This is an optimization exercise on Yosys and OpenROAD, whose aim is small area, not a production implementation. RTL that was checked went through simulation tests only; none was proved equivalent to the original. Power is estimated from default activity; no workload was simulated.

==> onyx: inputs <==
==> flow/design.v <==
`timescale 1ns/1ps
`default_nettype none
module apex_core (
    input  wire        clk,
    input  wire        rst,           
    output wire [31:0] imem_addr,     
    input  wire [63:0] imem_rdata,    
    output wire        dmem_re,       
    output wire        dmem_we,       
    output wire [31:0] dmem_addr,     
    output wire [31:0] dmem_wdata,
    input  wire [31:0] dmem_rdata,    
    output wire        halted
);
    localparam [3:0] OP_STORE = 4'd0,  OP_LOAD = 4'd1,  OP_MOVC = 4'd2,
                     OP_ADD   = 4'd3,  OP_SUB  = 4'd4,  OP_AND  = 4'd5,
                     OP_OR    = 4'd6,  OP_XOR  = 4'd7,  OP_MUL  = 4'd8,
                     OP_BZ    = 4'd9,  OP_BNZ  = 4'd10, OP_JUMP = 4'd11,
                     OP_HALT  = 4'd12;
    localparam [31:0] CODE_BASE = 32'd4000;
    reg  [4:0]    phase;
    reg           clr;           
    reg           halted_r;
    reg           k_seq;         
    reg           k_br;          
    reg           k_jmp;         
    reg           k_ld, k_st, k_mul;
    reg           z;
    reg  [31:0]   pc;
    reg  [31:0]   sr;
    reg  [31:0]   w;
    reg  [4:0]    rd_l, rs2_l;   
    reg           c1, c2;        
    reg  [5:0]    cacc_q;        
    reg  [1023:0] rf;            
    wire p2   = k_seq | k_br | k_jmp | k_ld | k_st | k_mul;
    wire p1   = !clr && !p2 && !halted_r;
    wire ph0  = (phase == 5'd0);
    wire ph31 = (phase == 5'd31);
    assign imem_addr  = pc;
    assign dmem_addr  = sr;
    assign dmem_wdata = w;
    assign dmem_re    = k_ld && ph0;
    assign dmem_we    = k_st && ph0;
    assign halted     = halted_r;
    wire [3:0] op  = imem_rdata[63:60];
    wire [4:0] rd  = p2 ? rd_l : imem_rdata[59:55];
    wire [4:0] rs1 = imem_rdata[54:50];
    wire [4:0] rs2 = p2 ? rs2_l : imem_rdata[49:45];
    wire is_store = (op == OP_STORE);
    wire is_load  = (op == OP_LOAD);
    wire is_movc  = (op == OP_MOVC);
    wire is_add   = (op == OP_ADD);
    wire is_sub   = (op == OP_SUB);
    wire is_and   = (op == OP_AND);
    wire is_or    = (op == OP_OR);
    wire is_xor   = (op == OP_XOR);
    wire is_mul   = (op == OP_MUL);
    wire is_bz    = (op == OP_BZ);
    wire is_bnz   = (op == OP_BNZ);
    wire is_jump  = (op == OP_JUMP);
    wire is_halt  = (op == OP_HALT);
    wire [31:0] rout;
    genvar g;
    generate
        for (g = 0; g < 32; g = g + 1) begin : g_out
            assign rout[g] = rf[32*g];
        end
    endgenerate
    wire rs1b = rout[rs1];
    wire rs2b = rout[rs2];
    wire immb = imem_rdata[phase];
    wire addsub = is_add || is_sub;
    wire a1  = is_store ? rs2b : rs1b;
    wire b1  = addsub ? (rs2b ^ is_sub) : immb;
    wire ci1 = ph0 ? is_sub : c1;
    wire sum1 = a1 ^ b1 ^ ci1;
    wire co1  = (a1 & b1) | (a1 & ci1) | (b1 & ci1);
    wire a2  = pc[0];
    wire b2  = k_br ? sr[0] : (phase == 5'd2);
    wire ci2 = ph0 ? 1'b0 : c2;
    wire sum2 = a2 ^ b2 ^ ci2;
    wire co2  = (a2 & b2) | (a2 & ci2) | (b2 & ci2);
    wire pc_in = clr ? CODE_BASE[phase] : k_jmp ? sr[0] : sum2;
    wire        bin = k_mul && rs2b;
    wire [31:0] pp;
    generate
        for (g = 1; g < 32; g = g + 1) begin : g_pp
            assign pp[g] = w[g] & sr[32 - g];
        end
    endgenerate
    assign pp[0] = w[0] & bin;
    wire [5:0]  cacc = ph0 ? 6'd0 : cacc_q;
    wire [6:0]  col;
    wire cs_s0, cs_c0;
    assign {cs_c0, cs_s0} = {1'b0, pp[0]} + {1'b0, pp[1]} + {1'b0, pp[2]};
    wire cs_s1, cs_c1;
    assign {cs_c1, cs_s1} = {1'b0, pp[3]} + {1'b0, pp[4]} + {1'b0, pp[5]};
    wire cs_s2, cs_c2;
    assign {cs_c2, cs_s2} = {1'b0, pp[6]} + {1'b0, pp[7]} + {1'b0, pp[8]};
    wire cs_s3, cs_c3;
    assign {cs_c3, cs_s3} = {1'b0, pp[9]} + {1'b0, pp[10]} + {1'b0, pp[11]};
    wire cs_s4, cs_c4;
    assign {cs_c4, cs_s4} = {1'b0, pp[12]} + {1'b0, pp[13]} + {1'b0, pp[14]};
    wire cs_s5, cs_c5;
    assign {cs_c5, cs_s5} = {1'b0, pp[15]} + {1'b0, pp[16]} + {1'b0, pp[17]};
    wire cs_s6, cs_c6;
    assign {cs_c6, cs_s6} = {1'b0, pp[18]} + {1'b0, pp[19]} + {1'b0, pp[20]};
    wire cs_s7, cs_c7;
    assign {cs_c7, cs_s7} = {1'b0, pp[21]} + {1'b0, pp[22]} + {1'b0, pp[23]};
    wire cs_s8, cs_c8;
    assign {cs_c8, cs_s8} = {1'b0, pp[24]} + {1'b0, pp[25]} + {1'b0, pp[26]};
    wire cs_s9, cs_c9;
    assign {cs_c9, cs_s9} = {1'b0, pp[27]} + {1'b0, pp[28]} + {1'b0, pp[29]};
    wire cs_s10, cs_c10;
    assign {cs_c10, cs_s10} = {1'b0, pp[30]} + {1'b0, pp[31]} + {1'b0, cacc[0]};
    wire cs_s11, cs_c11;
    assign {cs_c11, cs_s11} = {1'b0, cs_s0} + {1'b0, cs_s1} + {1'b0, cs_s2};
    wire cs_s12, cs_c12;
    assign {cs_c12, cs_s12} = {1'b0, cs_s3} + {1'b0, cs_s4} + {1'b0, cs_s5};
    wire cs_s13, cs_c13;
    assign {cs_c13, cs_s13} = {1'b0, cs_s6} + {1'b0, cs_s7} + {1'b0, cs_s8};
    wire cs_s14, cs_c14;
    assign {cs_c14, cs_s14} = {1'b0, cs_c0} + {1'b0, cs_c1} + {1'b0, cs_c2};
    wire cs_s15, cs_c15;
    assign {cs_c15, cs_s15} = {1'b0, cs_c3} + {1'b0, cs_c4} + {1'b0, cs_c5};
    wire cs_s16, cs_c16;
    assign {cs_c16, cs_s16} = {1'b0, cs_c6} + {1'b0, cs_c7} + {1'b0, cs_c8};
    wire cs_s17, cs_c17;
    assign {cs_c17, cs_s17} = {1'b0, cs_c9} + {1'b0, cs_c10} + {1'b0, cacc[1]};
    wire cs_s18, cs_c18;
    assign {cs_c18, cs_s18} = {1'b0, cs_s11} + {1'b0, cs_s12} + {1'b0, cs_s13};
    wire cs_s19, cs_c19;
    assign {cs_c19, cs_s19} = {1'b0, cs_c11} + {1'b0, cs_c12} + {1'b0, cs_c13};
    wire cs_s20, cs_c20;
    assign {cs_c20, cs_s20} = {1'b0, cs_s14} + {1'b0, cs_s15} + {1'b0, cs_s16};
    wire cs_s21, cs_c21;
    assign {cs_c21, cs_s21} = {1'b0, cs_c14} + {1'b0, cs_c15} + {1'b0, cs_c16};
    wire cs_s22, cs_c22;
    assign {cs_c22, cs_s22} = {1'b0, cs_s18} + {1'b0, cs_s9} + {1'b0, cs_s10};
    wire cs_s23, cs_c23;
    assign {cs_c23, cs_s23} = {1'b0, cs_c18} + {1'b0, cs_s19} + {1'b0, cs_s20};
    wire cs_s24, cs_c24;
    assign {cs_c24, cs_s24} = {1'b0, cs_c19} + {1'b0, cs_c20} + {1'b0, cs_s21};
    wire cs_s25, cs_c25;
    assign {cs_c25, cs_s25} = {1'b0, cs_c22} + {1'b0, cs_s23} + {1'b0, cs_s17};
    wire cs_s26, cs_c26;
    assign {cs_c26, cs_s26} = {1'b0, cs_c23} + {1'b0, cs_s24} + {1'b0, cs_c17};
    wire cs_s27, cs_c27;
    assign {cs_c27, cs_s27} = {1'b0, cs_c24} + {1'b0, cs_c21} + {1'b0, cacc[3]};
    wire cs_s28, cs_c28;
    assign {cs_c28, cs_s28} = {1'b0, cs_c25} + {1'b0, cs_s26} + {1'b0, cacc[2]};
    wire cs_s29, cs_c29;
    assign {cs_c29, cs_s29} = {1'b0, cs_c28} + {1'b0, cs_c26} + {1'b0, cs_s27};
    wire cs_s30, cs_c30;
    assign {cs_c30, cs_s30} = {1'b0, cs_c29} + {1'b0, cs_c27} + {1'b0, cacc[4]};
    wire cs_s31, cs_c31;
    assign {cs_c31, cs_s31} = {1'b0, cs_c30} + {1'b0, cacc[5]};
    assign col[0] = cs_s22;
    assign col[1] = cs_s25;
    assign col[2] = cs_s28;
    assign col[3] = cs_s29;
    assign col[4] = cs_s30;
    assign col[5] = cs_s31;
    assign col[6] = cs_c31;
    wire prod = col[0];
    wire sr_in = p2 ? bin
               : (is_load || is_store || is_jump) ? sum1
               : (is_bz || is_bnz) ? immb
               : 1'b0;
    reg p1_wbit;
    always @(*) begin
        case (op)
            OP_MOVC: p1_wbit = immb;
            OP_AND:  p1_wbit = rs1b & rs2b;
            OP_OR:   p1_wbit = rs1b | rs2b;
            OP_XOR:  p1_wbit = rs1b ^ rs2b;
            default: p1_wbit = sum1;
        endcase
    end
    wire ld_bit = ph0 ? dmem_rdata[0] : sr[0];
    wire wbit   = p2 ? (k_ld ? ld_bit : prod) : p1_wbit;
    wire p1_wen = is_movc || addsub || is_and || is_or || is_xor;
    wire wen    = (p1 && p1_wen) || k_ld || k_mul;
    wire sets_z = (p1 && addsub) || k_mul;
    wire        wd   = wbit && !clr;
    wire [31:0] wsel = {32{clr}} | ({31'd0, wen} << rd);
    wire taken = (is_bz && z) || (is_bnz && !z);
    integer r, k;
    always @(posedge clk) begin
        for (r = 0; r < 32; r = r + 1) begin
            for (k = 0; k < 31; k = k + 1)
                rf[32*r + k] <= rf[32*r + k + 1];
            rf[32*r + 31] <= wsel[r] ? wd : rout[r];
        end
        sr[31] <= sr_in;
        if (dmem_re)
            sr[30:0] <= dmem_rdata[31:1];
        else
            sr[30:0] <= sr[31:1];
        if (!p2)
            w <= {rs1b, w[31:1]};
        if (!p2) begin
            rd_l  <= imem_rdata[59:55];
            rs2_l <= imem_rdata[49:45];
        end
        if (!p1)
            pc <= {pc_in, pc[31:1]};
        c1 <= co1;
        c2 <= co2;
        cacc_q <= col[6:1];
        if (rst) begin
            phase    <= 5'd0;
            clr      <= 1'b1;
            halted_r <= 1'b0;
            k_seq    <= 1'b0;
            k_br     <= 1'b0;
            k_jmp    <= 1'b0;
            k_ld     <= 1'b0;
            k_st     <= 1'b0;
            k_mul    <= 1'b0;
            z        <= 1'b0;
        end else begin
            phase <= phase + 5'd1;
            if (ph31) begin
                clr   <= 1'b0;
                k_ld  <= p1 && is_load;
                k_st  <= p1 && is_store;
                k_mul <= p1 && is_mul;
                k_jmp <= p1 && is_jump;
                k_br  <= p1 && taken;
                k_seq <= p1 && !is_load && !is_store && !is_mul &&
                         !is_jump && !taken;
            end
            if (p1 && ph0 && is_halt)
                halted_r <= 1'b1;
            if (sets_z)
                z <= (ph0 ? 1'b1 : z) && !wbit;
        end
    end
endmodule
`default_nettype wire
==> flow/flow/run.sh <==
#!/bin/bash
# Own layout flow: the standard ORFS flow (standard.sh) with
#  - an area-only ABC mapping script (amap; no delay-driven buffering or
#    upsizing),
#    and plain gates instead of the full-adder cell map,
#  - port buffers of the smallest buffer cell,
#  - a clock tree of small clock buffers without dummy loads.
# Registers, power grid, taps and every other step are the standard flow's.
set -euo pipefail
W=$PWD
rm -rf "$W/scripts_mod"
cp -r "$FLOW_HOME/scripts" "$W/scripts_mod"
cp "$W/flow/abc_area.script" "$W/scripts_mod/abc_area.script"
export SCRIPTS_DIR="$W/scripts_mod"
export ADDER_MAP_FILE=
export BUFFER_PORTS_ARGS="-buffer_cell sky130_fd_sc_hd__buf_1"
export CTS_ARGS="-sink_clustering_enable -repair_clock_nets -dont_use_dummy_load -buf_list sky130_fd_sc_hd__clkbuf_4 -sink_clustering_size 11 -sink_clustering_max_diameter 40"
bash standard.sh > "$W/standard.log" 2>&1
==> flow/flow/abc_area.script <==
strash
dch
amap
topo
==> flow/standard.sh <==
#!/bin/bash
# synth_recipe.tcl (not shown) runs the flow's synth.tcl, then flattens the netlist and writes it again
# the make line also repeats each setting of config.mk as NAME=value (left out here)
make -C /OpenROAD-flow-scripts/flow DESIGN_CONFIG=/design/flow/config.mk WORK_HOME=/design/flow/orfs CLKGATE_MAP_FILE= SYNTH_SCRIPT=/design/flow/synth_recipe.tcl "${@:-finish}"
==> flow/config.mk <==
export PLATFORM = sky130hd
export DESIGN_NAME = apex_core
export DESIGN_NICKNAME = apex_core
export VERILOG_FILES = /design/flow/design.v
export SDC_FILE = /design/flow/constraint.sdc
export NUM_CORES = 4
export LEC_CHECK = 0
export ABC_AREA = 1
export CAP_MARGIN = 20
export CORE_MARGIN = 2
export CORE_UTILIZATION = 65
export PLACE_DENSITY = 0.75
export SLEW_MARGIN = 20
==> flow/constraint.sdc <==
create_clock -name core_clock -period 10.0 [get_ports {clk}]
set_input_delay 2.0000 -clock core_clock [delete_from_list [all_inputs] [get_ports {clk}]]
set_output_delay 2.0000 -clock core_clock [all_outputs]
set_load 0.01 [all_outputs]
==> harbor (differences from onyx) <==
--- a/flow/design.v
+++ b/flow/design.v
@@ -21,32 +21,29 @@
     reg  [4:0]    phase;
     reg           clr;           
     reg           halted_r;
-    reg           k_seq;         
-    reg           k_br;          
-    reg           k_jmp;         
-    reg           k_ld, k_st, k_mul;
+    reg           p2_ld, p2_st, p2_mul;    
     reg           z;
     reg  [31:0]   pc;
     reg  [31:0]   sr;
     reg  [31:0]   w;
-    reg  [4:0]    rd_l, rs2_l;   
     reg           c1, c2;        
+    reg  [32:1]   bh;            
     reg  [5:0]    cacc_q;        
     reg  [1023:0] rf;            
-    wire p2   = k_seq | k_br | k_jmp | k_ld | k_st | k_mul;
-    wire p1   = !clr && !p2 && !halted_r;
+    wire p2  = p2_ld | p2_st | p2_mul;
+    wire p1  = !clr && !p2 && !halted_r;
     wire ph0  = (phase == 5'd0);
     wire ph31 = (phase == 5'd31);
     assign imem_addr  = pc;
     assign dmem_addr  = sr;
     assign dmem_wdata = w;
-    assign dmem_re    = k_ld && ph0;
-    assign dmem_we    = k_st && ph0;
+    assign dmem_re    = p2_ld && ph0;
+    assign dmem_we    = p2_st && ph0;
     assign halted     = halted_r;
     wire [3:0] op  = imem_rdata[63:60];
-    wire [4:0] rd  = p2 ? rd_l : imem_rdata[59:55];
+    wire [4:0] rd  = imem_rdata[59:55];
     wire [4:0] rs1 = imem_rdata[54:50];
-    wire [4:0] rs2 = p2 ? rs2_l : imem_rdata[49:45];
+    wire [4:0] rs2 = imem_rdata[49:45];
     wire is_store = (op == OP_STORE);
     wire is_load  = (op == OP_LOAD);
     wire is_movc  = (op == OP_MOVC);
@@ -76,20 +73,20 @@
     wire ci1 = ph0 ? is_sub : c1;
     wire sum1 = a1 ^ b1 ^ ci1;
     wire co1  = (a1 & b1) | (a1 & ci1) | (b1 & ci1);
-    wire a2  = pc[0];
-    wire b2  = k_br ? sr[0] : (phase == 5'd2);
+    wire taken = (is_bz && z) || (is_bnz && !z);
+    wire a2  = sr[0];                
+    wire b2  = taken ? immb : (phase == 5'd2);
     wire ci2 = ph0 ? 1'b0 : c2;
     wire sum2 = a2 ^ b2 ^ ci2;
     wire co2  = (a2 & b2) | (a2 & ci2) | (b2 & ci2);
-    wire pc_in = clr ? CODE_BASE[phase] : k_jmp ? sr[0] : sum2;
-    wire        bin = k_mul && rs2b;
-    wire [31:0] pp;
-    generate
-        for (g = 1; g < 32; g = g + 1) begin : g_pp
-            assign pp[g] = w[g] & sr[32 - g];
-        end
-    endgenerate
-    assign pp[0] = w[0] & bin;
+    wire sr_in = clr    ? CODE_BASE[phase]
+               : p2_mul ? sr[0]
+               : p2_ld  ? w[0]
+               : p2_st  ? bh[32]
+               : (is_load || is_store || is_jump) ? sum1 : sum2;
+    wire        bin = p2_mul ? rs2b : (p1 && is_store && sum2);
+    wire [31:0] bhv = {bh[31:1], bin};
+    wire [31:0] pp  = w & bhv;
     wire [5:0]  cacc = ph0 ? 6'd0 : cacc_q;
     wire [6:0]  col;
     wire cs_s0, cs_c0;
@@ -164,10 +161,6 @@
     assign col[5] = cs_s31;
     assign col[6] = cs_c31;
     wire prod = col[0];
-    wire sr_in = p2 ? bin
-               : (is_load || is_store || is_jump) ? sum1
-               : (is_bz || is_bnz) ? immb
-               : 1'b0;
     reg p1_wbit;
     always @(*) begin
         case (op)
@@ -179,13 +172,12 @@
         endcase
     end
     wire ld_bit = ph0 ? dmem_rdata[0] : sr[0];
-    wire wbit   = p2 ? (k_ld ? ld_bit : prod) : p1_wbit;
+    wire wbit   = p2 ? (p2_ld ? ld_bit : prod) : p1_wbit;
     wire p1_wen = is_movc || addsub || is_and || is_or || is_xor;
-    wire wen    = (p1 && p1_wen) || k_ld || k_mul;
-    wire sets_z = (p1 && addsub) || k_mul;
+    wire wen    = (p1 && p1_wen) || p2_ld || p2_mul;
+    wire sets_z = (p1 && addsub) || p2_mul;
     wire        wd   = wbit && !clr;
     wire [31:0] wsel = {32{clr}} | ({31'd0, wen} << rd);
-    wire taken = (is_bz && z) || (is_bnz && !z);
     integer r, k;
     always @(posedge clk) begin
         for (r = 0; r < 32; r = r + 1) begin
@@ -198,39 +190,30 @@
             sr[30:0] <= dmem_rdata[31:1];
         else
             sr[30:0] <= sr[31:1];
-        if (!p2)
-            w <= {rs1b, w[31:1]};
-        if (!p2) begin
-            rd_l  <= imem_rdata[59:55];
-            rs2_l <= imem_rdata[49:45];
-        end
-        if (!p1)
-            pc <= {pc_in, pc[31:1]};
+        if (!p2_mul)
+            w <= {(is_load ? sum2 : rs1b), w[31:1]};
         c1 <= co1;
         c2 <= co2;
+        bh   <= {bh[31:1], bin};
         cacc_q <= col[6:1];
+        if (clr || (p1 && !is_load && !is_store && !is_mul) || p2)
+            if (ph31)
+                pc <= {sr_in, sr[31:1]};
         if (rst) begin
             phase    <= 5'd0;
             clr      <= 1'b1;
             halted_r <= 1'b0;
-            k_seq    <= 1'b0;
-            k_br     <= 1'b0;
-            k_jmp    <= 1'b0;
-            k_ld     <= 1'b0;
-            k_st     <= 1'b0;
-            k_mul    <= 1'b0;
+            p2_ld    <= 1'b0;
+            p2_st    <= 1'b0;
+            p2_mul   <= 1'b0;
             z        <= 1'b0;
         end else begin
             phase <= phase + 5'd1;
             if (ph31) begin
-                clr   <= 1'b0;
-                k_ld  <= p1 && is_load;
-                k_st  <= p1 && is_store;
-                k_mul <= p1 && is_mul;
-                k_jmp <= p1 && is_jump;
-                k_br  <= p1 && taken;
-                k_seq <= p1 && !is_load && !is_store && !is_mul &&
-                         !is_jump && !taken;
+                clr    <= 1'b0;
+                p2_ld  <= p1 && is_load;
+                p2_st  <= p1 && is_store;
+                p2_mul <= p1 && is_mul;
             end
             if (p1 && ph0 && is_halt)
                 halted_r <= 1'b1;
==> amber (differences from onyx) <==
--- a/flow/design.v
+++ b/flow/design.v
@@ -21,32 +21,29 @@
     reg  [4:0]    phase;
     reg           clr;           
     reg           halted_r;
-    reg           k_seq;         
-    reg           k_br;          
-    reg           k_jmp;         
-    reg           k_ld, k_st, k_mul;
+    reg           p2_ld, p2_st, p2_mul;    
     reg           z;
     reg  [31:0]   pc;
     reg  [31:0]   sr;
     reg  [31:0]   w;
-    reg  [4:0]    rd_l, rs2_l;   
     reg           c1, c2;        
+    reg  [31:1]   bh;            
     reg  [5:0]    cacc_q;        
     reg  [1023:0] rf;            
-    wire p2   = k_seq | k_br | k_jmp | k_ld | k_st | k_mul;
-    wire p1   = !clr && !p2 && !halted_r;
+    wire p2  = p2_ld | p2_st | p2_mul;
+    wire p1  = !clr && !p2 && !halted_r;
     wire ph0  = (phase == 5'd0);
     wire ph31 = (phase == 5'd31);
     assign imem_addr  = pc;
     assign dmem_addr  = sr;
     assign dmem_wdata = w;
-    assign dmem_re    = k_ld && ph0;
-    assign dmem_we    = k_st && ph0;
+    assign dmem_re    = p2_ld && ph0;
+    assign dmem_we    = p2_st && ph0;
     assign halted     = halted_r;
     wire [3:0] op  = imem_rdata[63:60];
-    wire [4:0] rd  = p2 ? rd_l : imem_rdata[59:55];
+    wire [4:0] rd  = imem_rdata[59:55];
     wire [4:0] rs1 = imem_rdata[54:50];
-    wire [4:0] rs2 = p2 ? rs2_l : imem_rdata[49:45];
+    wire [4:0] rs2 = imem_rdata[49:45];
     wire is_store = (op == OP_STORE);
     wire is_load  = (op == OP_LOAD);
     wire is_movc  = (op == OP_MOVC);
@@ -70,26 +67,24 @@
     wire rs1b = rout[rs1];
     wire rs2b = rout[rs2];
     wire immb = imem_rdata[phase];
+    wire pcb  = pc[phase];
     wire addsub = is_add || is_sub;
     wire a1  = is_store ? rs2b : rs1b;
     wire b1  = addsub ? (rs2b ^ is_sub) : immb;
     wire ci1 = ph0 ? is_sub : c1;
     wire sum1 = a1 ^ b1 ^ ci1;
     wire co1  = (a1 & b1) | (a1 & ci1) | (b1 & ci1);
-    wire a2  = pc[0];
-    wire b2  = k_br ? sr[0] : (phase == 5'd2);
+    wire taken = (is_bz && z) || (is_bnz && !z);
+    wire a2  = pcb;
+    wire b2  = taken ? immb : (phase == 5'd2);
     wire ci2 = ph0 ? 1'b0 : c2;
     wire sum2 = a2 ^ b2 ^ ci2;
     wire co2  = (a2 & b2) | (a2 & ci2) | (b2 & ci2);
-    wire pc_in = clr ? CODE_BASE[phase] : k_jmp ? sr[0] : sum2;
-    wire        bin = k_mul && rs2b;
-    wire [31:0] pp;
-    generate
-        for (g = 1; g < 32; g = g + 1) begin : g_pp
-            assign pp[g] = w[g] & sr[32 - g];
-        end
-    endgenerate
-    assign pp[0] = w[0] & bin;
+    wire sr_in = clr ? CODE_BASE[phase]
+               : (p1 && (is_load || is_store || is_jump)) ? sum1 : sum2;
+    wire        bin = p2_mul && rs2b;
+    wire [31:0] bhv = {bh, bin};
+    wire [31:0] pp  = w & bhv;
     wire [5:0]  cacc = ph0 ? 6'd0 : cacc_q;
     wire [6:0]  col;
     wire cs_s0, cs_c0;
@@ -164,10 +159,6 @@
     assign col[5] = cs_s31;
     assign col[6] = cs_c31;
     wire prod = col[0];
-    wire sr_in = p2 ? bin
-               : (is_load || is_store || is_jump) ? sum1
-               : (is_bz || is_bnz) ? immb
-               : 1'b0;
     reg p1_wbit;
     always @(*) begin
         case (op)
@@ -179,13 +170,12 @@
         endcase
     end
     wire ld_bit = ph0 ? dmem_rdata[0] : sr[0];
-    wire wbit   = p2 ? (k_ld ? ld_bit : prod) : p1_wbit;
+    wire wbit   = p2 ? (p2_ld ? ld_bit : prod) : p1_wbit;
     wire p1_wen = is_movc || addsub || is_and || is_or || is_xor;
-    wire wen    = (p1 && p1_wen) || k_ld || k_mul;
-    wire sets_z = (p1 && addsub) || k_mul;
+    wire wen    = (p1 && p1_wen) || p2_ld || p2_mul;
+    wire sets_z = (p1 && addsub) || p2_mul;
     wire        wd   = wbit && !clr;
     wire [31:0] wsel = {32{clr}} | ({31'd0, wen} << rd);
-    wire taken = (is_bz && z) || (is_bnz && !z);
     integer r, k;
     always @(posedge clk) begin
         for (r = 0; r < 32; r = r + 1) begin
@@ -200,37 +190,28 @@
             sr[30:0] <= sr[31:1];
         if (!p2)
             w <= {rs1b, w[31:1]};
-        if (!p2) begin
-            rd_l  <= imem_rdata[59:55];
-            rs2_l <= imem_rdata[49:45];
-        end
-        if (!p1)
-            pc <= {pc_in, pc[31:1]};
         c1 <= co1;
         c2 <= co2;
+        bh   <= {bh[30:1], bin};
         cacc_q <= col[6:1];
+        if (clr || (p1 && !is_load && !is_store && !is_mul) || p2)
+            if (ph31)
+                pc <= {sr_in, sr[31:1]};
         if (rst) begin
             phase    <= 5'd0;
             clr      <= 1'b1;
             halted_r <= 1'b0;
-            k_seq    <= 1'b0;
-            k_br     <= 1'b0;
-            k_jmp    <= 1'b0;
-            k_ld     <= 1'b0;
-            k_st     <= 1'b0;
-            k_mul    <= 1'b0;
+            p2_ld    <= 1'b0;
+            p2_st    <= 1'b0;
+            p2_mul   <= 1'b0;
             z        <= 1'b0;
         end else begin
             phase <= phase + 5'd1;
             if (ph31) begin
-                clr   <= 1'b0;
-                k_ld  <= p1 && is_load;
-                k_st  <= p1 && is_store;
-                k_mul <= p1 && is_mul;
-                k_jmp <= p1 && is_jump;
-                k_br  <= p1 && taken;
-                k_seq <= p1 && !is_load && !is_store && !is_mul &&
-                         !is_jump && !taken;
+                clr    <= 1'b0;
+                p2_ld  <= p1 && is_load;
+                p2_st  <= p1 && is_store;
+                p2_mul <= p1 && is_mul;
             end
             if (p1 && ph0 && is_halt)
                 halted_r <= 1'b1;
==> flow/flow/run.sh (replaced) <==
#!/bin/bash
# Own layout flow: the standard ORFS flow (standard.sh) with
#  - an area-only ABC mapping script (no delay-driven buffering/upsizing),
#    and plain gates instead of the full-adder cell map,
#  - port buffers of the smallest buffer cell,
#  - a clock tree of small clock buffers without dummy loads.
# Registers, power grid, taps and every other step are the standard flow's.
set -euo pipefail
W=$PWD
rm -rf "$W/scripts_mod"
cp -r "$FLOW_HOME/scripts" "$W/scripts_mod"
cp "$W/flow/abc_area.script" "$W/scripts_mod/abc_area.script"
export SCRIPTS_DIR="$W/scripts_mod"
export ADDER_MAP_FILE=
export BUFFER_PORTS_ARGS="-buffer_cell sky130_fd_sc_hd__buf_1"
export CTS_ARGS="-sink_clustering_enable -repair_clock_nets -dont_use_dummy_load -buf_list sky130_fd_sc_hd__clkbuf_4 -sink_clustering_size 12 -sink_clustering_max_diameter 40"
bash standard.sh > "$W/standard.log" 2>&1
==> flow/flow/abc_area.script (replaced) <==
strash
&get -n
&st
&dch
&nf -a
&put
topo
==> run summary <==
The lowest count of clock-buffer cells in the layout belongs to amber, the highest to harbor.
Global-route usage: amber is lower than harbor (0.49 points).
Against amber, the critical path depth of harbor is higher by 28.
Between harbor and onyx, the lower total power is in harbor (gap 1.1%, measured against onyx).
The lowest cell count belongs to amber, the highest to harbor.
In clock power, amber and onyx hardly differ.
==> figures <==
quantity                                                        amber                   harbor                     onyx
Clock-cell share of area                                        2.87%                    3.30%                    3.12%
Area taken by multi-input logic gates                        3470 µm²                 2960 µm²                 2950 µm²
Total met3 wirelength after detailed routing                  2.55 mm                  2.27 mm                  2.46 mm
Fin cells                                                        2492                     2586                     2569
Switching share of power                                        20.2%                    19.9%                    21.3%
Outcome                                       complete, no violations  complete, no violations  complete, no violations
Global placer's final weighted congestion                       0.830                    0.905                    0.884
Top sig layer                                                    met5                     met4                     met4
Required time at the worst-slack endpoint                    10690 ps                 10690 ps                 10680 ps
Multi-input gates                                                 467                      529                      530
CP max FO                                                           8                        3                        9
Critical path buffers and inverters                                 1                        2                        2
Startpoint of the most critical setup path             imem_rdata[45]            imem_rdata[0]           imem_rdata[46]
Static power due to leakage                                   11.6 nW                  11.3 nW                  11.3 nW
For amber, only the layout was checked, not whether the RTL still works.

==> static timing again, ports no longer ideal <==
Ports are ideal in the flow. The routed layouts listed here were re-timed in OpenROAD. Step 1, drivers: a clkbuf_16 drives clk and a buf_2 each remaining input, both assumed. Step 2 also shifts input and output timing later by t, the mid clock arrival at the registers, as if the neighbouring blocks saw the same clock. Three values: no drivers, after step 1, after step 2; two values: the first two.
| run | shift t [ns] | slack for setup (ns) | hold slack, ns |
|---|---|---|---|
| onyx | 0.834 | 2.450 / 2.465 / 1.632 | 0.275 / 0.275 / 0.275 |
| harbor | 0.817 | 2.208 / 2.231 / 1.415 | 0.274 / 0.274 / 0.274 |
| amber | 0.846 | 3.547 / 3.526 / 2.680 | 0.269 / 0.269 / 0.269 |
After both steps every run listed still meets setup and hold. For amber, which loses most, drivers alone change the setup slack by -0.021 ns; drivers and shift together by -0.867 ns.
